Background: an optimization exercise with open tools, aiming at small area. Do not read the settings as production practice. Only simulation tests tie the RTL to the original design; equivalence was not proved. Power is estimated from default activity; no workload was simulated.

==> flow/flow/run.sh <==
#!/bin/bash
# Standard ORFS layout with two changes: port buffers are buf_2 cells (not
# clock delay cells), and the clock tree is built of clkbuf_4
# buffers driving sink clusters of up to 9 flip-flops, without dummy
# balancing loads.
set -euo pipefail
bash standard.sh \
  'BUFFER_PORTS_ARGS=-buffer_cell sky130_fd_sc_hd__buf_2' \
  'CTS_ARGS=-sink_clustering_enable -repair_clock_nets -dont_use_dummy_load -buf_list sky130_fd_sc_hd__clkbuf_4 -sink_clustering_size 9 -sink_clustering_max_diameter 50' \
  finish > standard_flow.log 2>&1
==> flow/standard.sh <==
#!/bin/bash
# synth_recipe.tcl (not shown) runs the flow's synth.tcl, then flattens the netlist and writes it again
# the make line also repeats each setting of config.mk as NAME=value (left out here)
make -C /OpenROAD-flow-scripts/flow DESIGN_CONFIG=/design/flow/config.mk WORK_HOME=/design/flow/orfs CLKGATE_MAP_FILE= SYNTH_SCRIPT=/design/flow/synth_recipe.tcl "${@:-finish}"
==> flow/config.mk <==
export PLATFORM = sky130hd
export DESIGN_NAME = mfc
export DESIGN_NICKNAME = mfc
export VERILOG_FILES = /design/flow/design.v
export SDC_FILE = /design/flow/constraint.sdc
export NUM_CORES = 4
export LEC_CHECK = 0
export CAP_MARGIN = 20
export CORE_MARGIN = 2
export CORE_UTILIZATION = 55
export GPL_TIMING_DRIVEN = 0
export SETUP_SLACK_MARGIN = 0.6
export SLEW_MARGIN = 20
export SYNTH_HIERARCHICAL = 1
export SYNTH_MINIMUM_KEEP_SIZE = 0
==> flow/constraint.sdc <==
create_clock -name core_clock -period 10.0 [get_ports {clk}]
set_input_delay 2.0000 -clock core_clock [delete_from_list [all_inputs] [get_ports {clk}]]
set_output_delay 2.0000 -clock core_clock [all_outputs]
set_load 0.01 [all_outputs]
==> flow/design.v <==
module mfc (
    input  wire        clk,
    input  wire        rst,         
    input  wire        psel,
    input  wire        pwrite,
    input  wire [8:2]  paddr,
    input  wire [31:0] pwdata,
    output reg  [31:0] prdata,
    input  wire        rx_valid,
    input  wire [7:0]  rx_data,
    input  wire        rx_timeout,
    input  wire        tx_ready,
    output wire        tx_valid,
    output wire [7:0]  tx_data,
    output wire        irq
);
    localparam [7:0] SYNC = 8'h55;
    localparam [2:0] RS_IDLE  = 3'd0;
    localparam [2:0] RS_HUNT  = 3'd1;
    localparam [2:0] RS_ACCUM = 3'd2;
    localparam [2:0] RS_DONE  = 3'd3;
    localparam [2:0] RS_ECHK  = 3'd5;    
    localparam [2:0] RS_EINC  = 3'd6;    
    localparam [2:0] RS_ESYNC = 3'd7;    
    localparam [1:0] MODE_NONE   = 2'b00;
    localparam [1:0] MODE_STRICT = 2'b01;
    localparam [2:0] CE_OK         = 3'd0;
    localparam [2:0] CE_BAD_CMD    = 3'd1;
    localparam [2:0] CE_BAD_ARG    = 3'd2;
    localparam [2:0] CE_LEN_RANGE  = 3'd3;
    localparam [2:0] CE_TX_SEQ     = 3'd4;
    localparam [2:0] CE_TX_OVERRUN = 3'd5;
    localparam [2:0] CE_UNVERIFIED = 3'd6;
    localparam [2:0] CE_REC_RANGE  = 3'd7;
    localparam [3:0] OP_RX_ARM     = 4'h1;
    localparam [3:0] OP_RX_ARM_OP  = 4'h2;
    localparam [3:0] OP_RX_CLEAR   = 4'h3;
    localparam [3:0] OP_RX_TIMEOUT = 4'h4;
    localparam [3:0] OP_TX_START   = 4'h5;
    localparam [3:0] OP_TX_END     = 4'h6;
    localparam [3:0] OP_TX_ABORT   = 4'h7;
    localparam [3:0] OP_CK_CLEAR   = 4'h8;
    localparam [3:0] OP_DECODE     = 4'h9;
    localparam [3:0] OP_SOFT_RESET = 4'hF;
    localparam [6:0] A_CTRL      = 7'h00;
    localparam [6:0] A_CMD       = 7'h01;
    localparam [6:0] A_STATUS    = 7'h02;
    localparam [6:0] A_RX_LEN    = 7'h03;
    localparam [6:0] A_RX_INFO   = 7'h04;
    localparam [6:0] A_TX_DATA   = 7'h05;
    localparam [6:0] A_TX_INFO   = 7'h06;
    localparam [6:0] A_CK_DATA   = 7'h07;
    localparam [6:0] A_CK_INFO   = 7'h08;
    localparam [6:0] A_INT_PEND  = 7'h09;
    localparam [6:0] A_INT_EN    = 7'h0A;
    localparam [6:0] A_REC_A     = 7'h0B;
    localparam [6:0] A_REC_B     = 7'h0C;
    localparam [6:0] A_REC_VALUE = 7'h0D;
    localparam [6:0] A_ID        = 7'h0E;
    localparam [31:0] ID_VALUE = 32'h4D46_4301;
    reg [1:0]  sync_mode;
    reg [7:0]  rx_len;
    reg [2:0]  rs;
    reg [7:0]  act_len;
    reg [1:0]  act_mode;
    reg [7:0]  rx_count;
    reg [7:0]  rx_sum;
    reg [7:0]  rx_skip;
    reg        rx_drop;
    reg        tx_open;
    reg        tx_busy;
    reg [7:0]  tx_hold;
    reg [7:0]  tx_sum;
    reg [7:0]  tx_cnt;
    reg [7:0]  ck_sum;
    reg [7:0]  ck_cnt;
    reg [3:0]  int_pend;
    reg [3:0]  int_en;
    reg [2:0]  cmd_err;
    reg        rec_valid;
    reg [3:0]  rec_idx;
    reg [2039:0] fb;
    wire [2:0] rx_state = rs[2] ? 3'd4 : rs;
    wire [2:0] rx_err   = rs[2] ? {1'b0, rs[1:0]} : 3'd0;
    assign tx_valid = tx_busy;
    assign tx_data  = tx_hold;
    assign irq      = |(int_pend & int_en);
    wire       host_wr = psel & pwrite;
    wire [3:0] cmd_op  = pwdata[3:0];
    wire [3:0] cmd_arg = pwdata[7:4];
    reg [7:0] len_rom;
    always @(*) begin
        case (cmd_arg)
            4'd0:    len_rom = 8'd11;
            4'd1:    len_rom = 8'd15;
            4'd2:    len_rom = 8'd7;
            4'd3:    len_rom = 8'd7;
            4'd4:    len_rom = 8'd7;
            4'd5:    len_rom = 8'd10;
            4'd6:    len_rom = 8'd7;
            4'd7:    len_rom = 8'd11;
            default: len_rom = 8'd147;
        endcase
    end
    reg cmd_malformed;
    always @(*) begin
        if (pwdata[31:8] != 24'd0)
            cmd_malformed = 1'b1;
        else case (cmd_op)
            4'h0, OP_RX_ARM, OP_RX_CLEAR, OP_RX_TIMEOUT, OP_TX_START,
            OP_TX_END, OP_TX_ABORT, OP_CK_CLEAR:
                cmd_malformed = (cmd_arg != 4'd0);
            OP_RX_ARM_OP, OP_DECODE:
                cmd_malformed = 1'b0;
            OP_SOFT_RESET:
                cmd_malformed = (cmd_arg != 4'hF);
            default:
                cmd_malformed = 1'b1;
        endcase
    end
    reg [1:0]  sync_mode_n;
    reg [7:0]  rx_len_n;
    reg [2:0]  rs_n;
    reg [7:0]  act_len_n;
    reg [1:0]  act_mode_n;
    reg [7:0]  rx_count_n;
    reg [7:0]  rx_sum_n;
    reg [7:0]  rx_skip_n;
    reg        rx_drop_n;
    reg        tx_open_n;
    reg        tx_busy_n;
    reg [7:0]  tx_hold_n;
    reg [7:0]  tx_sum_n;
    reg [7:0]  tx_cnt_n;
    reg [7:0]  ck_sum_n;
    reg [7:0]  ck_cnt_n;
    reg [3:0]  int_pend_n;
    reg [3:0]  int_en_n;
    reg [2:0]  cmd_err_n;
    reg        rec_valid_n;
    reg [3:0]  rec_idx_n;
    wire [7:0] sh_sum = (paddr[3] ? ck_sum : tx_sum) + pwdata[7:0];
    wire [7:0] sh_cin = paddr[3] ? ck_cnt : tx_cnt;
    wire [7:0] sh_cnt = (sh_cin == 8'hFF) ? 8'hFF : sh_cin + 8'd1;
    reg        do_arm;
    reg [7:0]  arm_len;
    reg        rx_clr;
    reg        soft_reset;
    reg        tx_drop;        
    reg [7:0]  nxt_count;
    reg [7:0]  nxt_sum;
    always @(*) begin
        sync_mode_n = sync_mode;
        rx_len_n    = rx_len;
        rs_n        = rs;
        act_len_n   = act_len;
        act_mode_n  = act_mode;
        rx_count_n  = rx_count;
        rx_sum_n    = rx_sum;
        rx_skip_n   = rx_skip;
        rx_drop_n   = rx_drop;
        tx_open_n   = tx_open;
        tx_busy_n   = tx_busy;
        tx_hold_n   = tx_hold;
        tx_sum_n    = tx_sum;
        tx_cnt_n    = tx_cnt;
        ck_sum_n    = ck_sum;
        ck_cnt_n    = ck_cnt;
        int_pend_n  = int_pend;
        int_en_n    = int_en;
        cmd_err_n   = cmd_err;
        rec_valid_n = rec_valid;
        rec_idx_n   = rec_idx;
        do_arm     = 1'b0;
        arm_len    = rx_len;
        rx_clr     = 1'b0;
        soft_reset = 1'b0;
        tx_drop    = 1'b0;
        nxt_count  = 8'd0;
        nxt_sum    = 8'd0;
        if (host_wr) begin
            case (paddr)
                A_CTRL:
                    if (pwdata[1:0] != 2'b11)
                        sync_mode_n = pwdata[1:0];
                A_RX_LEN:
                    rx_len_n = pwdata[7:0];
                A_INT_PEND:
                    int_pend_n = int_pend & ~pwdata[3:0];
                A_INT_EN:
                    int_en_n = pwdata[3:0];
                A_TX_DATA: begin
                    if (!tx_open) begin
                        cmd_err_n     = CE_TX_SEQ;
                        int_pend_n[3] = 1'b1;
                    end else if (tx_busy) begin
                        cmd_err_n     = CE_TX_OVERRUN;
                        int_pend_n[3] = 1'b1;
                    end else begin
                        tx_hold_n = pwdata[7:0];
                        tx_busy_n = 1'b1;
                        tx_sum_n  = sh_sum;
                        tx_cnt_n  = sh_cnt;
                        cmd_err_n = CE_OK;
                    end
                end
                A_CK_DATA: begin
                    ck_sum_n  = sh_sum;
                    ck_cnt_n  = sh_cnt;
                    cmd_err_n = CE_OK;
                end
                A_CMD: begin
                    if (cmd_malformed) begin
                        cmd_err_n     = CE_BAD_CMD;
                        int_pend_n[3] = 1'b1;
                    end else if (cmd_op == OP_RX_ARM_OP && cmd_arg > 4'd8) begin
                        cmd_err_n     = CE_BAD_ARG;
                        int_pend_n[3] = 1'b1;
                    end else begin
                        cmd_err_n = CE_OK;
                        case (cmd_op)
                            OP_RX_ARM:
                                if (rx_len < 8'd7) begin
                                    cmd_err_n     = CE_LEN_RANGE;
                                    int_pend_n[3] = 1'b1;
                                end else begin
                                    do_arm  = 1'b1;
                                    arm_len = rx_len;
                                end
                            OP_RX_ARM_OP: begin
                                do_arm  = 1'b1;
                                arm_len = len_rom;
                            end
                            OP_RX_CLEAR:
                                rx_clr = 1'b1;
                            OP_RX_TIMEOUT:
                                if (rs == RS_HUNT || rs == RS_ACCUM) begin
                                    rs_n          = RS_EINC;
                                    int_pend_n[1] = 1'b1;
                                end
                            OP_TX_START:
                                if (tx_open) begin
                                    cmd_err_n     = CE_TX_SEQ;
                                    int_pend_n[3] = 1'b1;
                                end else if (tx_busy) begin
                                    cmd_err_n     = CE_TX_OVERRUN;
                                    int_pend_n[3] = 1'b1;
                                end else begin
                                    tx_open_n = 1'b1;
                                    tx_hold_n = SYNC;
                                    tx_busy_n = 1'b1;
                                    tx_sum_n  = SYNC;
                                    tx_cnt_n  = 8'd1;
                                end
                            OP_TX_END:
                                if (!tx_open) begin
                                    cmd_err_n     = CE_TX_SEQ;
                                    int_pend_n[3] = 1'b1;
                                end else if (tx_busy) begin
                                    cmd_err_n     = CE_TX_OVERRUN;
                                    int_pend_n[3] = 1'b1;
                                end else begin
                                    tx_hold_n = 8'd0 - tx_sum;
                                    tx_busy_n = 1'b1;
                                    tx_open_n = 1'b0;
                                    tx_sum_n  = 8'd0;
                                    tx_cnt_n  = sh_cnt;
                                end
                            OP_TX_ABORT: begin
                                tx_open_n = 1'b0;
                                tx_busy_n = 1'b0;
                                tx_hold_n = 8'd0;
                                tx_drop   = 1'b1;
                            end
                            OP_CK_CLEAR: begin
                                ck_sum_n = 8'd0;
                                ck_cnt_n = 8'd0;
                            end
                            OP_DECODE:
                                if (rs != RS_DONE) begin
                                    cmd_err_n     = CE_UNVERIFIED;
                                    int_pend_n[3] = 1'b1;
                                end else if ({4'd0, cmd_arg} * 8'd10 + 8'd17 > act_len) begin
                                    cmd_err_n     = CE_REC_RANGE;
                                    int_pend_n[3] = 1'b1;
                                end else begin
                                    rec_valid_n = 1'b1;
                                    rec_idx_n   = cmd_arg;
                                end
                            OP_SOFT_RESET:
                                soft_reset = 1'b1;
                            default: ;
                        endcase
                    end
                end
                default: ;
            endcase
        end
        if (do_arm) begin
            act_len_n  = arm_len;
            act_mode_n = sync_mode;
            rs_n       = RS_HUNT;
        end
        if (do_arm || rx_clr) begin
            if (rx_clr) rs_n = RS_IDLE;
            rx_count_n  = 8'd0;
            rx_sum_n    = 8'd0;
            rx_skip_n   = 8'd0;
            rx_drop_n   = 1'b0;
            rec_valid_n = 1'b0;
            rec_idx_n   = 4'd0;
        end
        if (soft_reset) begin
            sync_mode_n = MODE_STRICT;
            rx_len_n    = 8'd0;
            rs_n        = RS_IDLE;
            act_len_n   = 8'd0;
            act_mode_n  = MODE_STRICT;
            rx_count_n  = 8'd0;
            rx_sum_n    = 8'd0;
            rx_skip_n   = 8'd0;
            rx_drop_n   = 1'b0;
            tx_open_n   = 1'b0;
            tx_busy_n   = 1'b0;
            tx_hold_n   = 8'd0;
            tx_sum_n    = 8'd0;
            tx_cnt_n    = 8'd0;
            ck_sum_n    = 8'd0;
            ck_cnt_n    = 8'd0;
            int_pend_n  = 4'd0;
            int_en_n    = 4'd0;
            cmd_err_n   = CE_OK;
            rec_valid_n = 1'b0;
            rec_idx_n   = 4'd0;
            tx_drop     = 1'b1;
        end
        if (tx_busy && !tx_drop && tx_ready) begin
            tx_busy_n     = 1'b0;
            tx_hold_n     = 8'd0;
            int_pend_n[2] = 1'b1;
        end
        nxt_count = (rs_n[1] ? rx_count : rx_skip_n) + 8'd1;
        if (rx_valid) begin
            case (rs_n)
                RS_HUNT:
                    if (act_mode_n == MODE_NONE || rx_data == SYNC) begin
                        rx_count_n = 8'd1;
                        rx_sum_n   = rx_data;
                        rs_n       = RS_ACCUM;
                    end else if (act_mode_n == MODE_STRICT) begin
                        rs_n          = RS_ESYNC;
                        int_pend_n[1] = 1'b1;
                    end else begin
                        rx_skip_n = (rx_skip_n == 8'hFF) ? 8'hFF : nxt_count;
                    end
                RS_ACCUM: begin
                    nxt_sum    = rx_sum + rx_data;
                    rx_count_n = nxt_count;
                    rx_sum_n   = nxt_sum;
                    if (nxt_count == act_len) begin
                        if (nxt_sum == 8'd0) begin
                            rs_n          = RS_DONE;
                            int_pend_n[0] = 1'b1;
                        end else begin
                            rs_n          = RS_ECHK;
                            int_pend_n[1] = 1'b1;
                        end
                    end
                end
                default:
                    rx_drop_n = 1'b1;
            endcase
        end
        if (rx_timeout && (rs_n == RS_HUNT || rs_n == RS_ACCUM)) begin
            rs_n          = RS_EINC;
            int_pend_n[1] = 1'b1;
        end
    end
    always @(posedge clk) begin
        if (rst) begin
            sync_mode <= MODE_STRICT;
            rx_len    <= 8'd0;
            rs        <= RS_IDLE;
            act_len   <= 8'd0;
            act_mode  <= MODE_STRICT;
            rx_count  <= 8'd0;
            rx_sum    <= 8'd0;
            rx_skip   <= 8'd0;
            rx_drop   <= 1'b0;
            tx_open   <= 1'b0;
            tx_busy   <= 1'b0;
            tx_hold   <= 8'd0;
            tx_sum    <= 8'd0;
            tx_cnt    <= 8'd0;
            ck_sum    <= 8'd0;
            ck_cnt    <= 8'd0;
            int_pend  <= 4'd0;
            int_en    <= 4'd0;
            cmd_err   <= CE_OK;
            rec_valid <= 1'b0;
            rec_idx   <= 4'd0;
        end else begin
            sync_mode <= sync_mode_n;
            rx_len    <= rx_len_n;
            rs        <= rs_n;
            act_len   <= act_len_n;
            act_mode  <= act_mode_n;
            rx_count  <= rx_count_n;
            rx_sum    <= rx_sum_n;
            rx_skip   <= rx_skip_n;
            rx_drop   <= rx_drop_n;
            tx_open   <= tx_open_n;
            tx_busy   <= tx_busy_n;
            tx_hold   <= tx_hold_n;
            tx_sum    <= tx_sum_n;
            tx_cnt    <= tx_cnt_n;
            ck_sum    <= ck_sum_n;
            ck_cnt    <= ck_cnt_n;
            int_pend  <= int_pend_n;
            int_en    <= int_en_n;
            cmd_err   <= cmd_err_n;
            rec_valid <= rec_valid_n;
            rec_idx   <= rec_idx_n;
        end
    end
    wire [7:0]  fb_wa = (do_arm | rx_clr | soft_reset) ? 8'd0 : rx_count;
    wire [15:0] wa_hi = 16'd1 << fb_wa[7:4];
    wire [15:0] wa_lo = {16{rx_valid}} & (16'd1 << fb_wa[3:0]);
    wire [2039:0] fb_d;
    genvar gi, gk;
    generate
        for (gi = 0; gi < 255; gi = gi + 1) begin : g_fb
            wire we  = wa_hi[gi / 16] & wa_lo[gi % 16];
            wire web = ~(wa_hi[gi / 16] & wa_lo[gi % 16]);
            for (gk = 0; gk < 8; gk = gk + 1) begin : g_bit
                mfc_hold u_hold (.we(we), .wd(rx_data[gk]), .web(web), .q(fb[8*gi + gk]),
                                 .d(fb_d[8*gi + gk]));
            end
        end
    endgenerate
    always @(posedge clk)
        fb <= fb_d;
    wire       rd_fbw  = paddr[8];
    wire       rd_reg  = ~paddr[8] & (paddr[7:6] == 2'd0);
    wire [15:0] rd_r   = {16{rd_reg}} & (16'd1 << paddr[5:2]);
    wire       rd_reca = rd_r[A_REC_A[3:0]];
    wire       rd_recb = rd_r[A_REC_B[3:0]];
    wire       rd_recv = rd_r[A_REC_VALUE[3:0]];
    wire [3:0] k = rec_idx;
    reg  [5:0] jr_lo, jr_hi;
    always @(*) begin
        case ({paddr[3:2], rec_idx})
            6'd0: jr_lo = 6'd2;
            6'd1: jr_lo = 6'd5;
            6'd2: jr_lo = 6'd7;
            6'd3: jr_lo = 6'd10;
            6'd4: jr_lo = 6'd12;
            6'd5: jr_lo = 6'd15;
            6'd6: jr_lo = 6'd17;
            6'd7: jr_lo = 6'd20;
            6'd8: jr_lo = 6'd22;
            6'd9: jr_lo = 6'd25;
            6'd10: jr_lo = 6'd27;
            6'd11: jr_lo = 6'd30;
            6'd12: jr_lo = 6'd32;
            6'd13: jr_lo = 6'd35;
            6'd14: jr_lo = 6'd37;
            6'd15: jr_lo = 6'd40;
            6'd16: jr_lo = 6'd3;
            6'd17: jr_lo = 6'd6;
            6'd18: jr_lo = 6'd8;
            6'd19: jr_lo = 6'd11;
            6'd20: jr_lo = 6'd13;
            6'd21: jr_lo = 6'd16;
            6'd22: jr_lo = 6'd18;
            6'd23: jr_lo = 6'd21;
            6'd24: jr_lo = 6'd23;
            6'd25: jr_lo = 6'd26;
            6'd26: jr_lo = 6'd28;
            6'd27: jr_lo = 6'd31;
            6'd28: jr_lo = 6'd33;
            6'd29: jr_lo = 6'd36;
            6'd30: jr_lo = 6'd38;
            6'd31: jr_lo = 6'd41;
            6'd32: jr_lo = 6'd3;
            6'd33: jr_lo = 6'd6;
            6'd34: jr_lo = 6'd8;
            6'd35: jr_lo = 6'd11;
            6'd36: jr_lo = 6'd13;
            6'd37: jr_lo = 6'd16;
            6'd38: jr_lo = 6'd18;
            6'd39: jr_lo = 6'd21;
            6'd40: jr_lo = 6'd23;
            6'd41: jr_lo = 6'd26;
            6'd42: jr_lo = 6'd28;
            6'd43: jr_lo = 6'd31;
            6'd44: jr_lo = 6'd33;
            6'd45: jr_lo = 6'd36;
            6'd46: jr_lo = 6'd38;
            6'd47: jr_lo = 6'd41;
            6'd48: jr_lo = 6'd2;
            6'd49: jr_lo = 6'd4;
            6'd50: jr_lo = 6'd7;
            6'd51: jr_lo = 6'd9;
            6'd52: jr_lo = 6'd12;
            6'd53: jr_lo = 6'd14;
            6'd54: jr_lo = 6'd17;
            6'd55: jr_lo = 6'd19;
            6'd56: jr_lo = 6'd22;
            6'd57: jr_lo = 6'd24;
            6'd58: jr_lo = 6'd27;
            6'd59: jr_lo = 6'd29;
            6'd60: jr_lo = 6'd32;
            6'd61: jr_lo = 6'd34;
            6'd62: jr_lo = 6'd37;
            6'd63: jr_lo = 6'd39;
        endcase
    end
    always @(*) begin
        case ({paddr[3:2], rec_idx})
            6'd0: jr_hi = 6'd2;
            6'd1: jr_hi = 6'd4;
            6'd2: jr_hi = 6'd7;
            6'd3: jr_hi = 6'd9;
            6'd4: jr_hi = 6'd12;
            6'd5: jr_hi = 6'd14;
            6'd6: jr_hi = 6'd17;
            6'd7: jr_hi = 6'd19;
            6'd8: jr_hi = 6'd22;
            6'd9: jr_hi = 6'd24;
            6'd10: jr_hi = 6'd27;
            6'd11: jr_hi = 6'd29;
            6'd12: jr_hi = 6'd32;
            6'd13: jr_hi = 6'd34;
            6'd14: jr_hi = 6'd37;
            6'd15: jr_hi = 6'd39;
            6'd16: jr_hi = 6'd3;
            6'd17: jr_hi = 6'd5;
            6'd18: jr_hi = 6'd8;
            6'd19: jr_hi = 6'd10;
            6'd20: jr_hi = 6'd13;
            6'd21: jr_hi = 6'd15;
            6'd22: jr_hi = 6'd18;
            6'd23: jr_hi = 6'd20;
            6'd24: jr_hi = 6'd23;
            6'd25: jr_hi = 6'd25;
            6'd26: jr_hi = 6'd28;
            6'd27: jr_hi = 6'd30;
            6'd28: jr_hi = 6'd33;
            6'd29: jr_hi = 6'd35;
            6'd30: jr_hi = 6'd38;
            6'd31: jr_hi = 6'd40;
            6'd32: jr_hi = 6'd3;
            6'd33: jr_hi = 6'd5;
            6'd34: jr_hi = 6'd8;
            6'd35: jr_hi = 6'd10;
            6'd36: jr_hi = 6'd13;
            6'd37: jr_hi = 6'd15;
            6'd38: jr_hi = 6'd18;
            6'd39: jr_hi = 6'd20;
            6'd40: jr_hi = 6'd23;
            6'd41: jr_hi = 6'd25;
            6'd42: jr_hi = 6'd28;
            6'd43: jr_hi = 6'd30;
            6'd44: jr_hi = 6'd33;
            6'd45: jr_hi = 6'd35;
            6'd46: jr_hi = 6'd38;
            6'd47: jr_hi = 6'd40;
            6'd48: jr_hi = 6'd1;
            6'd49: jr_hi = 6'd4;
            6'd50: jr_hi = 6'd6;
            6'd51: jr_hi = 6'd9;
            6'd52: jr_hi = 6'd11;
            6'd53: jr_hi = 6'd14;
            6'd54: jr_hi = 6'd16;
            6'd55: jr_hi = 6'd19;
            6'd56: jr_hi = 6'd21;
            6'd57: jr_hi = 6'd24;
            6'd58: jr_hi = 6'd26;
            6'd59: jr_hi = 6'd29;
            6'd60: jr_hi = 6'd31;
            6'd61: jr_hi = 6'd34;
            6'd62: jr_hi = 6'd36;
            6'd63: jr_hi = 6'd39;
        endcase
    end
    wire [5:0] jlo = paddr[8] ? paddr[7:2] : jr_lo;
    wire [5:0] jhi = paddr[8] ? paddr[7:2] : jr_hi;
    wire [63:0] sel_lo = 64'd1 << jlo;
    wire [63:0] sel_hi = 64'd1 << jhi;
    wire [31:0] m;
    genvar gb, gj, gt;
    generate
        for (gb = 0; gb < 32; gb = gb + 1) begin : g_mb
            wire [63:0] col;
            for (gj = 0; gj < 64; gj = gj + 1) begin : g_mj
                if (4 * gj + gb / 8 < 255)
                    assign col[gj] = fb[8 * (4 * gj + gb / 8) + gb % 8];
                else
                    assign col[gj] = 1'b0;
            end
            wire [63:0] sl = (gb < 16) ? sel_lo : sel_hi;
            wire [21:0] t;
            for (gt = 0; gt < 21; gt = gt + 1) begin : g_t
                mfc_aoi222 u_aoi (.a(sl[3*gt]), .b(col[3*gt]), .c(sl[3*gt+1]), .d(col[3*gt+1]),
                                  .e(sl[3*gt+2]), .f(col[3*gt+2]), .y(t[gt]));
            end
            assign t[21] = ~(sl[63] & col[63]);
            assign m[gb] = ~&t;
        end
    endgenerate
    wire [5:0] cw = rx_count[7:2];
    wire [5:0] pw = paddr[7:2];
    wire [5:0] ltb = ~pw & cw;
    wire [5:0] eqb = ~(pw ^ cw);
    wire       w_lt = ltb[5] | (eqb[5] & (ltb[4] | (eqb[4] & (ltb[3] | (eqb[3] & (ltb[2] |
                      (eqb[2] & (ltb[1] | (eqb[1] & ltb[0])))))))));
    wire       w_eq = paddr[7:2] == rx_count[7:2];
    wire [3:0] vis;
    assign vis[0] = w_lt | (w_eq & (rx_count[1:0] != 2'd0));
    assign vis[1] = w_lt | (w_eq & rx_count[1]);
    assign vis[2] = w_lt | (w_eq & (rx_count[1:0] == 2'd3));
    assign vis[3] = w_lt;
    wire kodd = k[0];
    wire [7:0] r0 = kodd ? m[7:0]   : m[23:16];
    wire [7:0] r1 = kodd ? m[15:8]  : m[31:24];
    wire [7:0] r2 = kodd ? m[23:16] : m[7:0];
    wire [7:0] r3 = kodd ? m[31:24] : m[15:8];
    wire [7:0] r4 = kodd ? m[7:0]   : m[23:16];
    wire [7:0] r5 = kodd ? m[15:8]  : m[31:24];
    wire [31:0] rv = kodd ? {m[15:0], m[31:16]} : m;
    wire [31:0] rec_a = {3'd0, r2[4:0], 3'd0, r1[7:3], 2'd0, r1[2:0], r2[7:5], r0};
    wire [31:0] rec_b = {r4, r5, 5'd0, r3[2:0], 3'd0, r3[7:3]};
    wire [31:0] status = {4'd0, rec_idx, 5'd0, cmd_err, 2'd0, act_mode,
                          rx_drop, rec_valid, tx_busy, tx_open,
                          1'b0, rx_err, 1'b0, rx_state};
    wire [31:0] ck_info = {ck_cnt, 7'd0, (ck_sum == 8'd0), 8'd0 - ck_sum, ck_sum};
    always @(*) begin
        prdata = ({32{rd_fbw}} & m & {{8{vis[3]}}, {8{vis[2]}}, {8{vis[1]}}, {8{vis[0]}}})
               | ({32{rd_r[A_CTRL[3:0]]}}      & {30'd0, sync_mode})
               | ({32{rd_r[A_STATUS[3:0]]}}    & status)
               | ({32{rd_r[A_RX_LEN[3:0]]}}    & {24'd0, rx_len})
               | ({32{rd_r[A_RX_INFO[3:0]]}}   & {rx_skip, rx_sum, act_len, rx_count})
               | ({32{rd_r[A_TX_INFO[3:0]]}}   & {8'd0, tx_hold, tx_cnt, tx_sum})
               | ({32{rd_r[A_CK_INFO[3:0]]}}   & ck_info)
               | ({32{rd_r[A_INT_PEND[3:0]]}}  & {28'd0, int_pend})
               | ({32{rd_r[A_INT_EN[3:0]]}}    & {28'd0, int_en})
               | ({32{rd_reca & rec_valid}}    & rec_a)
               | ({32{rd_recb & rec_valid}}    & rec_b)
               | ({32{rd_recv & rec_valid}}    & rv)
               | ({32{rd_r[A_ID[3:0]]}}        & ID_VALUE);
    end
endmodule
module mfc_hold (
    input  wire we,
    input  wire wd,
    input  wire web,
    input  wire q,
    output wire d
);
    assign d = (we & wd) | (web & q);
endmodule
module mfc_aoi222 (
    input  wire a, b, c, d, e, f,
    output wire y
);
    assign y = ~((a & b) | (c & d) | (e & f));
endmodule
==> impl_metrics.py, run 1 <==
metrics = {
    "run_status": {
        "outcome": "complete, no violations",
    },
    "detailed_routing": {
        "number_of_iterations_in_the_first_detailed_routing_pass": 14,
        "wire_per_inst_um": 31.6,
        "totalWireLength_mm": 305,
        "detailroute.via_count": 71000,
        "initial_detailed_routing_violation_count": 11400,
        "via_per_inst": 7.36,
        "route.antenna.remaining_nets": 0,
        "drc_errors": 0,
    },
    "clocking": {
        "htree_num_levels": 5,
        "cts_inserted_buffers": 295,
        "cts_tree": "built",
        "clk_latency_ns": 1.35,
        "tritoncts_num_sinks": 2146,
        "cts.hold.buffers_added": 0,
        "clockBufferDepth": 4,
        "post_cts_clock_slew_at_the_launch_and_capture_registers_of_the_worst_setup_and_hold_paths_ns": 0.07,
        "cts-root-buf": "sky130_fd_sc_hd__clkbuf_4",
    },
    "global_routing": {
        "grt.busiest_layer": "met2",
        "largest_net_degree_at_the_start_of_global_routing": 103,
        "groute.usage.overall_pct": 39.3,
        "grt_pass1_wl_mm": 444,
        "met1_usage_pct": 54.7,
        "grt-ovfl-total": 0,
        "via_count_of_the_first_global_routing_pass": 65600,
        "use_met3_pct": 9.39,
        "met2_usage_pct": 55.7,
        "grt_antenna_before_repair": 20,
    },
    "floorplan": {
        "die_area_sq_um": 149000,
        "ios": 96,
        "die_height_um": 385,
        "rows": 139,
        "floorplan.core_area_sq_um": 144000,
        "die_w_um": 385,
        "initial_utilization_pct": 55.6,
    },
    "sta": {
        "finalSetupViolCount": 0,
        "clock.fmax_mhz": 106,
        "unrepaired_setup_endpoints_after_global_routing": "false",
        "final_clock_period_utilization_by_the_worst_path_pct": 94.6,
        "postLayoutSetupSlackWorst_ns": 0.540,
        "post-route-min-period_ns": 9.46,
        "setup_tns_final_ns": 0,
        "post_route_hold_slack_ns": 0.474,
        "worst_pin_slew_ns": 1.27,
        "worst_clock_skew_ns": 0.135,
        "final_report_hold_violation_count": 0,
        "timing_max_transition_violations_final": 0,
        "maxSlewHeadroom_pct": 15.1,
    },
    "min_path": {
        "worstHoldPathCells": 1,
        "hold_class": "reg2reg",
        "hp-start": "fb[1146]",
        "whs_endpoint": "fb[1146]",
    },
    "pwr": {
        "power.density_nw_per_um2": 153,
        "static-leakage-power_nw": 35.0,
        "ir_worst_vdd_uv": 146,
    },
    "synthesis": {
        "ys.flop_type": "sky130_fd_sc_hd__dfxtp_1",
        "seq_cells_post_synth": 2146,
        "postSynthNetCount": 7308,
        "ys_seq_area_share_pct": 53.7,
        "post_synthesis_cell_type_with_the_largest_combined_area": "sky130_fd_sc_hd__dfxtp_1",
        "number_of_enable_flip_flop_cells_after_synthesis": 0,
        "netlist_instances": 7209,
        "post_synth_main_area_contributors": "sky130_fd_sc_hd__dfxtp_1 (54%), sky130_fd_sc_hd__a22o_1 (22%), sky130_fd_sc_hd__a222oi_1 (8.5%)",
        "avgSynthCellArea_sq_um": 11.1,
        "async_set_or_reset_register_ratio_after_synthesis_pct": 0,
        "synthesis.yosys.warnings": 7,
        "yosysTopAreaCellShare_pct": 53.7,
        "syn-cell-area_sq_um": 80000,
        "yosysUniqueCellTypes": 94,
    },
    "worst_setup_path": {
        "arrival_ns": 7.46,
        "type_of_the_setup_path_with_the_least_slack": "in2out",
        "cp_max_fanout": 16,
        "startpoint_type": "primary input",
        "setup.worst_path.end_class": "output pin",
        "timing.reg2reg.worst_path_depth": 12,
        "worst_r2r_endpoint": "fb[390]",
        "cp.required_ns": 8.00,
        "regToRegStartpoint": "rx_len[3]",
        "setup.reg_to_reg.worst_slack_ns": 4.30,
    },
    "cells_and_area": {
        "nNetsFinal": 7815,
        "area_delta_synth_final_pct": 9.85,
        "post_route_cells_drive_above_1_share_pct": 10.9,
    },
    "placement": {
        "place_worst_setup_slack_ns": -2.01,
        "detailed_place_hpwl_mm": 209,
        "finalWeightedCongestion": 1.04,
        "portBuffers": 92,
    },
    "flow_run": {
        "drv.max_cap_violation_count": 0,
    },
}
[how the worst max path moves through the flow]
stage | from | endpoint | slack [ns] | cells after the start
after floorplan | paddr[3] | prdata[0] | 1.89 | 16
after global placement | paddr[3] | prdata[0] | -3.31 | 16
after detailed placement | paddr[3] | prdata[31] | -2.01 | 18
after CTS | paddr[3] | prdata[31] | 0.62 | 19
after global routing | rec_idx[0] | prdata[30] | 0.59 | 22
final | paddr[3] | prdata[31] | 0.54 | 19
[metal layers]
layer / wire (um) / up-vias
met4: 18900 / 12
li1: - / 30800
met3: 35100 / 756
met2: 126000 / 4583
met1: 125000 / 34800
met5: 91 / -
[power breakdown]
group	switching, mW	leakage, nW	internal (mW)
Clock	2.86	1.36	1.36
Sequential	0.0300	17.3	8.59
Combinational	0.448	16.3	0.157
Total	3.34	35.0	10.1
[flip-flops by register name (all words and copies together), names as in the netlist, 2 cells and up]
signal and count:
fb 2040, act_len 8, ck_cnt 8, ck_sum 8, rx_count 8, rx_len 8, rx_skip 8, rx_sum 8
tx_cnt 8, tx_hold 8, tx_sum 8, int_en 4, int_pend 4, rec_idx 4, cmd_err 3, rs 3
act_mode 2, sync_mode 2
[cell usage after synthesis (35+ instances only)]
cell / instances
sky130_fd_sc_hd__o21ai_0: 84
sky130_fd_sc_hd__ha_1: 42
sky130_fd_sc_hd__nand3_1: 89
sky130_fd_sc_hd__nand4_1: 144
sky130_fd_sc_hd__inv_1: 302
sky130_fd_sc_hd__xnor2_1: 35
sky130_fd_sc_hd__nand2_1: 497
sky130_fd_sc_hd__nor3_1: 63
sky130_fd_sc_hd__a222oi_1: 682
sky130_fd_sc_hd__a22o_1: 2046
sky130_fd_sc_hd__a21oi_1: 115
sky130_fd_sc_hd__nor2_1: 313
sky130_fd_sc_hd__clkbuf_1: 117
sky130_fd_sc_hd__dfxtp_1: 2146
[layout by cell type, fill, tap and decap left out, drive strengths merged, types with 89 or more instances in the layout]
master | Yosys | layout
inv | 304 | 303
nand2 | 497 | 497
nand3 | 89 | 89
dfxtp | 2146 | 2146
nand4 | 144 | 144
clkbuf | 117 | 410
a222oi | 682 | 682
buf | 28 | 240
nor2 | 313 | 313
a21oi | 117 | 117
a22o | 2046 | 2046
[per-module statistics from Yosys (local to each module, per instance)]
| module | flip-flops and latches | copies in the design |
|---|---|---|
| mfc_aoi222 | 0 | 672 |
| mfc | 2146 | 1 |
| mfc_hold | 0 | 2040 |
[cells by family (layout without fill, tap and decap cells)]
| kind of cell | count (synthesis) | in the layout | share of synthesized area, % |
|---|---|---|---|
| and+or+nand+nor | 1286 | 1286 | 7.45 |
| AOI/OAI and AO/OA | 3183 | 3183 | 34.8 |
| other | 0 | 21 | 0 |
| xor gates and xnor gates | 55 | 55 | 0.611 |
| buffers and inverters | 450 | 955 | 2.14 |
| DFF | 2146 | 2146 | 53.7 |
| muxes | 43 | 43 | 0.572 |
| adders and majority gates | 46 | 46 | 0.746 |
[worst max-delay path, stage by stage]
cell and delay (ns):
sky130_fd_sc_hd__buf_2 0.13, sky130_fd_sc_hd__buf_2 0.20, sky130_fd_sc_hd__clkbuf_4 0.26, sky130_fd_sc_hd__clkbuf_4 0.29
sky130_fd_sc_hd__buf_4 0.27, sky130_fd_sc_hd__a221oi_2 0.40, sky130_fd_sc_hd__nor2_1 0.14, sky130_fd_sc_hd__nand2_1 0.27
sky130_fd_sc_hd__buf_4 0.39, sky130_fd_sc_hd__nor2_2 0.27, sky130_fd_sc_hd__a222oi_1 0.50, sky130_fd_sc_hd__nand4_1 0.29
sky130_fd_sc_hd__nor4_4 0.39, sky130_fd_sc_hd__nand4_1 0.39, sky130_fd_sc_hd__a21oi_4 0.39, sky130_fd_sc_hd__mux2i_1 0.21
sky130_fd_sc_hd__a22oi_1 0.20, sky130_fd_sc_hd__nand2_1 0.18, sky130_fd_sc_hd__buf_2 0.24
[area by class of cell]
cell class              count  area, sq um
fillers                 12200        56100
flip-flops and latches   2146        43000
multi-input cells        4613        36500
well taps                1903         2380
clock buffers             295         2210
repair buffers            210         1980
inverters                 305         1150
plain buffers             145          664
diodes                     21         52.6
[what timing repair did]
action                                  4_1_cts  5_1_grt
setup buffers                                16       13
endpoints found under the setup margin       32       32
endpoints found under the hold margin         0        0
gates resized for setup                     107       73
pin swaps                                    27       33
[through the flow]
stage | util (%) | instances | cell area (sq um) | power [mW]
6_report | 61.0 | 9638 | 87900 | 13.5
5_1_grt | 61.0 | 9626 | 87900 | 13.9
4_1_cts | 60.7 | 9602 | 87400 | 13.5
3_5_place_dp | 58.8 | 9291 | 84600 | 9.35
3_3_place_gp | 57.5 | 9204 | 82900 | 9.31
2_1_floorplan | - | 7209 | 80000 | 8.99
==> run 2: changes to the inputs <==
==> flow/flow/run.sh (replaced) <==
#!/bin/bash
# Standard ORFS layout with two changes: port buffers are buf_2 cells (not
# clock delay cells), and the clock tree is built of clkbuf_4
# buffers driving sink clusters of up to 8 flip-flops, without dummy
# balancing loads.
set -euo pipefail
bash standard.sh \
  'BUFFER_PORTS_ARGS=-buffer_cell sky130_fd_sc_hd__buf_2' \
  'CTS_ARGS=-sink_clustering_enable -repair_clock_nets -dont_use_dummy_load -buf_list sky130_fd_sc_hd__clkbuf_4 -sink_clustering_size 8 -sink_clustering_max_diameter 50' \
  finish > standard_flow.log 2>&1
==> flow/config.mk (replaced) <==
export PLATFORM = sky130hd
export DESIGN_NAME = mfc
export DESIGN_NICKNAME = mfc
export VERILOG_FILES = /design/flow/design.v
export SDC_FILE = /design/flow/constraint.sdc
export NUM_CORES = 4
export LEC_CHECK = 0
export CAP_MARGIN = 10
export CORE_MARGIN = 2
export CORE_UTILIZATION = 62
export GPL_TIMING_DRIVEN = 0
export SETUP_SLACK_MARGIN = 0.5
export SLEW_MARGIN = 10
export SYNTH_HIERARCHICAL = 1
export SYNTH_MINIMUM_KEEP_SIZE = 0
==> run 2 against run 1 <==
- non-clock buffer count down 23
- synthesized cell count is the same
- clock-buffer cell count grew 27
- core utilization up 7.4 points
- clock skew down 0.033 ns
- hold slack about the same
- first-iteration DRC count rose by 8.4%
- register-to-register slack worse by 0.11 ns
- die area decreased by 11%
- total power is 0.61% higher
- via count up 1.6%
- largest cell class unchanged
==> impl_metrics.py, run 2 <==
metrics = {
    "synthesis": {
        "async_set_or_reset_register_ratio_after_synthesis_pct": 0,
        "post_synth_main_area_contributors": "sky130_fd_sc_hd__dfxtp_1 (54%), sky130_fd_sc_hd__a22o_1 (22%), sky130_fd_sc_hd__a222oi_1 (8.5%)",
        "yosys.cell_count.top_type": "sky130_fd_sc_hd__dfxtp_1",
        "yosysTopAreaCellShare_pct": 53.7,
        "avgSynthCellArea_sq_um": 11.1,
        "ys_seq_area_share_pct": 53.7,
        "adder_cell_share_of_the_synthesized_area_pct": 0.746,
        "yosys.area_share.xor_xnor_pct": 0.611,
        "number_of_enable_flip_flop_cells_after_synthesis": 0,
        "synthesis.yosys.warnings": 7,
        "ys.flop_type": "sky130_fd_sc_hd__dfxtp_1",
        "netlist_instances": 7209,
        "synth_top_cells_by_count": "sky130_fd_sc_hd__dfxtp_1 (2146), sky130_fd_sc_hd__a22o_1 (2046), sky130_fd_sc_hd__a222oi_1 (682)",
        "postSynthNetCount": 7308,
        "synth.area.mux_share_pct": 0.572,
        "post_synthesis_cell_type_with_the_largest_combined_area": "sky130_fd_sc_hd__dfxtp_1",
        "synth-simple-area-share_pct": 7.45,
        "syn-cell-area_sq_um": 80000,
        "synth_compound_gate_area_share_pct": 34.8,
        "yosysUniqueCellTypes": 94,
        "synth_top_family_by_area": "compound AO/OA/AOI/OAI gates",
        "seq_cells_post_synth": 2146,
    },
    "cells_and_area": {
        "area_delta_synth_final_pct": 9.39,
        "largest_register_ffs": 2040,
        "most_common_cell_after_layout_fill_and_taps_aside": "sky130_fd_sc_hd__dfxtp_1",
        "max_flop_register": "fb",
        "nNetsFinal": 7819,
        "post_route_cells_drive_above_1_share_pct": 10.5,
        "post_layout_nonfiller_instances": 9408,
        "layout_common_cells": "sky130_fd_sc_hd__dfxtp_1 (2145), sky130_fd_sc_hd__a22o_1 (2046), sky130_fd_sc_hd__a222oi_1 (682)",
    },
    "pwr": {
        "static-leakage-power_nw": 35.0,
        "finalPower_mw": 13.5,
        "internal-power_mw": 10.2,
        "ir_worst_vdd_uv": 180,
        "seq_power_share_pct": 63.7,
        "clock_power_share_pct": 31.9,
        "net_sw_share_pct": 24.5,
        "net-switching-power_mw": 3.31,
        "power.density_nw_per_um2": 155,
        "combinationalPowerShare_pct": 4.4,
    },
    "sta": {
        "post-route-min-period_ns": 9.71,
        "setup_tns_final_ns": 0,
        "maxSlewHeadroom_pct": 4.26,
        "clock.fmax_mhz": 103,
        "final_clock_period_utilization_by_the_worst_path_pct": 97.1,
        "unrepaired_setup_endpoints_after_global_routing": "false",
        "finalSetupViolCount": 0,
        "worst_pin_slew_ns": 1.44,
        "worst_clock_skew_ns": 0.102,
        "final_report_hold_violation_count": 0,
        "timing_max_transition_violations_final": 0,
        "postLayoutSetupSlackWorst_ns": 0.292,
    },
    "detailed_routing": {
        "detailroute.via_count": 72100,
        "totalWireLength_mm": 298,
        "wire_per_inst_um": 31.6,
        "initial_detailed_routing_violation_count": 12400,
        "drc_errors": 0,
        "route.antenna.remaining_nets": 0,
        "via_per_inst": 7.67,
        "number_of_iterations_in_the_first_detailed_routing_pass": 11,
    },
    "worst_setup_path": {
        "cp_max_fanout": 16,
        "type_of_the_setup_path_with_the_least_slack": "reg2out",
        "setup.reg_to_reg.worst_slack_ns": 4.19,
        "arrival_ns": 7.71,
        "startpoint_type": "flop",
        "regToRegStartpoint": "rx_len[3]",
        "timing.reg2reg.worst_path_depth": 12,
        "cp.required_ns": 8.00,
        "setup.worst_path.end_class": "output pin",
        "worst_r2r_endpoint": "fb[259]",
    },
    "min_path": {
        "hp-start": "fb[1776]",
        "hold_class": "reg2reg",
        "worstHoldPathCells": 1,
        "whs_endpoint": "fb[1776]",
    },
    "clocking": {
        "clockBufferDepth": 4,
        "htree_num_levels": 5,
        "cts_tree": "built",
        "clk_latency_ns": 1.34,
        "cts-root-buf": "sky130_fd_sc_hd__clkbuf_4",
        "post_cts_clock_slew_at_the_launch_and_capture_registers_of_the_worst_setup_and_hold_paths_ns": 0.10,
        "cts_inserted_buffers": 322,
        "tritoncts_num_sinks": 2146,
    },
    "run_status": {
        "outcome": "complete, no violations",
    },
    "global_routing": {
        "grt_pass1_wl_mm": 438,
        "grt_antenna_before_repair": 28,
        "via_count_of_the_first_global_routing_pass": 67000,
        "groute.usage.overall_pct": 43.5,
        "grt-ovfl-total": 0,
        "largest_net_degree_at_the_start_of_global_routing": 114,
    },
    "floorplan": {
        "die_height_um": 363,
        "ios": 96,
        "die_area_sq_um": 132000,
        "floorplan.core_area_sq_um": 128000,
        "rows": 131,
        "initial_utilization_pct": 62.6,
        "die_w_um": 363,
    },
    "placement": {
        "detailed_place_hpwl_mm": 206,
        "finalWeightedCongestion": 1.05,
        "place_worst_setup_slack_ns": -1.87,
        "dp_cells": 9029,
        "portBuffers": 92,
    },
    "flow_run": {
        "drv.max_cap_violation_count": 0,
    },
}
-- run 2: cell counts after synthesis --
Identical to the previous run, type by type.
-- run 2: cell type report --
| cell class | instances | area (sq um) |
|---|---|---|
| Antenna cell | 28 | 70.1 |
| Buffer | 145 | 639 |
| Clock buffer | 322 | 2420 |
| Fill cell | 9990 | 40300 |
| Inverter | 305 | 1150 |
| Multi-Input combinational cell | 4613 | 36500 |
| Sequential cell | 2146 | 43000 |
| Tap cell | 1662 | 2080 |
| Timing Repair Buffer | 187 | 1710 |
-- run 2: stage by stage --
| step | util (%) | hold slack [ns] | instance area (sq um) |
|---|---|---|---|
| 4_1_cts | 68.1 | 0.476 | 87100 |
| 6_report | 68.5 | 0.474 | 87500 |
| 3_5_place_dp | 65.6 | 0.451 | 83800 |
| 3_3_place_gp | 64.6 | 0.448 | 82600 |
| 2_1_floorplan | - | 0.434 | 80000 |
| 5_1_grt | 68.4 | 0.486 | 87500 |
-- run 2: how the worst max path moves through the flow --
| stage | to | slack [ns] | from |
|---|---|---|---|
| 3_5_place_dp | prdata[15] | -1.87 | paddr[3] |
| 3_3_place_gp | prdata[6] | -2.87 | paddr[3] |
| 2_1_floorplan | prdata[0] | 1.89 | paddr[3] |
| 6_report | prdata[22] | 0.29 | rec_idx[0] |
| 4_1_cts | prdata[25] | 0.50 | rec_idx[0] |
| 5_1_grt | prdata[0] | 0.42 | rec_idx[0] |
-- run 2: worst max-delay path, cell delays in order (launching register included) --
cell,delay [ns]
sky130_fd_sc_hd__dfxtp_1,0.36
sky130_fd_sc_hd__clkbuf_4,0.20
sky130_fd_sc_hd__inv_4,0.13
sky130_fd_sc_hd__clkbuf_4,0.25
sky130_fd_sc_hd__ha_2,0.36
sky130_fd_sc_hd__or2_2,0.34
sky130_fd_sc_hd__a21oi_1,0.34
sky130_fd_sc_hd__nor3_1,0.11
sky130_fd_sc_hd__nor2_1,0.57
sky130_fd_sc_hd__nand2_2,0.31
sky130_fd_sc_hd__buf_4,0.24
sky130_fd_sc_hd__nor2_1,0.93
sky130_fd_sc_hd__a222oi_1,0.24
sky130_fd_sc_hd__nand4_1,0.31
sky130_fd_sc_hd__or4_1,0.33
sky130_fd_sc_hd__a2111oi_2,0.06
sky130_fd_sc_hd__buf_4,0.21
sky130_fd_sc_hd__mux2_2,0.29
sky130_fd_sc_hd__o221ai_1,0.55
sky130_fd_sc_hd__buf_2,0.25
-- run 2: power by group through the flow --
stage	sequential [mW]	clock [mW]	combinational, mW
2_1_floorplan	8.81	0	0.185
3_3_place_gp	8.82	0	0.481
3_5_place_dp	8.82	0	0.514
4_1_cts	8.62	4.34	0.543
5_1_grt	8.63	4.70	0.601
6_report	8.62	4.32	0.590
-- run 2: per-module statistics from Yosys (local to each module, per instance) --
module	cell area (sq um)	copies in the design	flops+latches
mfc	55400	1	2146
mfc_hold	8.76	2040	0
mfc_aoi222	10.0	672	0
-- run 2: kinds of logic (layout without fill, tap and decap cells) --
kind of cell    count (synthesis)  after routing
xor+xnor                       55             55
compound gates               3183           3183
buf+inv                       450            959
other cells                     0             28
flops                        2146           2146
simple gates                 1286           1286
mux                            43             43
fa+ha+maj                      46             46
-- run 2: repair_timing --
action	CTS	global route
pin swaps	38	36
setup buffers	11	11
endpoints found under the hold margin	0	0
setup endpoints to repair	32	31
hold buffers	0	0
resized for setup	205	61
-- run 2: metal layers --
| metal | up-vias | GRT usage (%) | part of all wire (%) |
|---|---|---|---|
| met5 | - | 0.508 | 0.026 |
| met4 | 10 | 26.5 | 6.8 |
| met3 | 1003 | 13.3 | 14 |
| met2 | 5260 | 60.8 | 41 |
| met1 | 35000 | 58.6 | 38 |
| li1 | 30900 | - | - |

==> afterwards: timing with drivers on the ports <==
The flow's constraints put no driver on any port. The routed layouts listed below were extracted and timed again, unchanged, in two steps. Step 1: set_driving_cell puts a clkbuf_16 on clk and a buf_2 on each other input, an assumption about the parent block. Step 2 times the ports against the registers' clock, not the clock port: input delays grow and output delays shrink by t, the midpoint of the rising clock arrivals with the driver on. Three values: no drivers, after step 1, after step 2; two values: the first two.
run | t (ns) | slack for setup (ns) | clock arrival spread, ns | slew at the worst register clock pin (ns) | worst slew at a driven data input, ns
run 1 | 1.366 | 0.540 / 0.393 / 0.393 | 0.135 / 0.135 | 0.12 / 0.12 | 0.27
run 2 | 1.384 | 0.292 / 0.096 / 0.096 | 0.122 / 0.122 | 0.11 / 0.11 | 0.34
After both steps setup and hold are still met in every run listed. The setup slack of run 2, which loses most, moves by -0.196 ns with the drivers and by -0.196 ns with both steps.
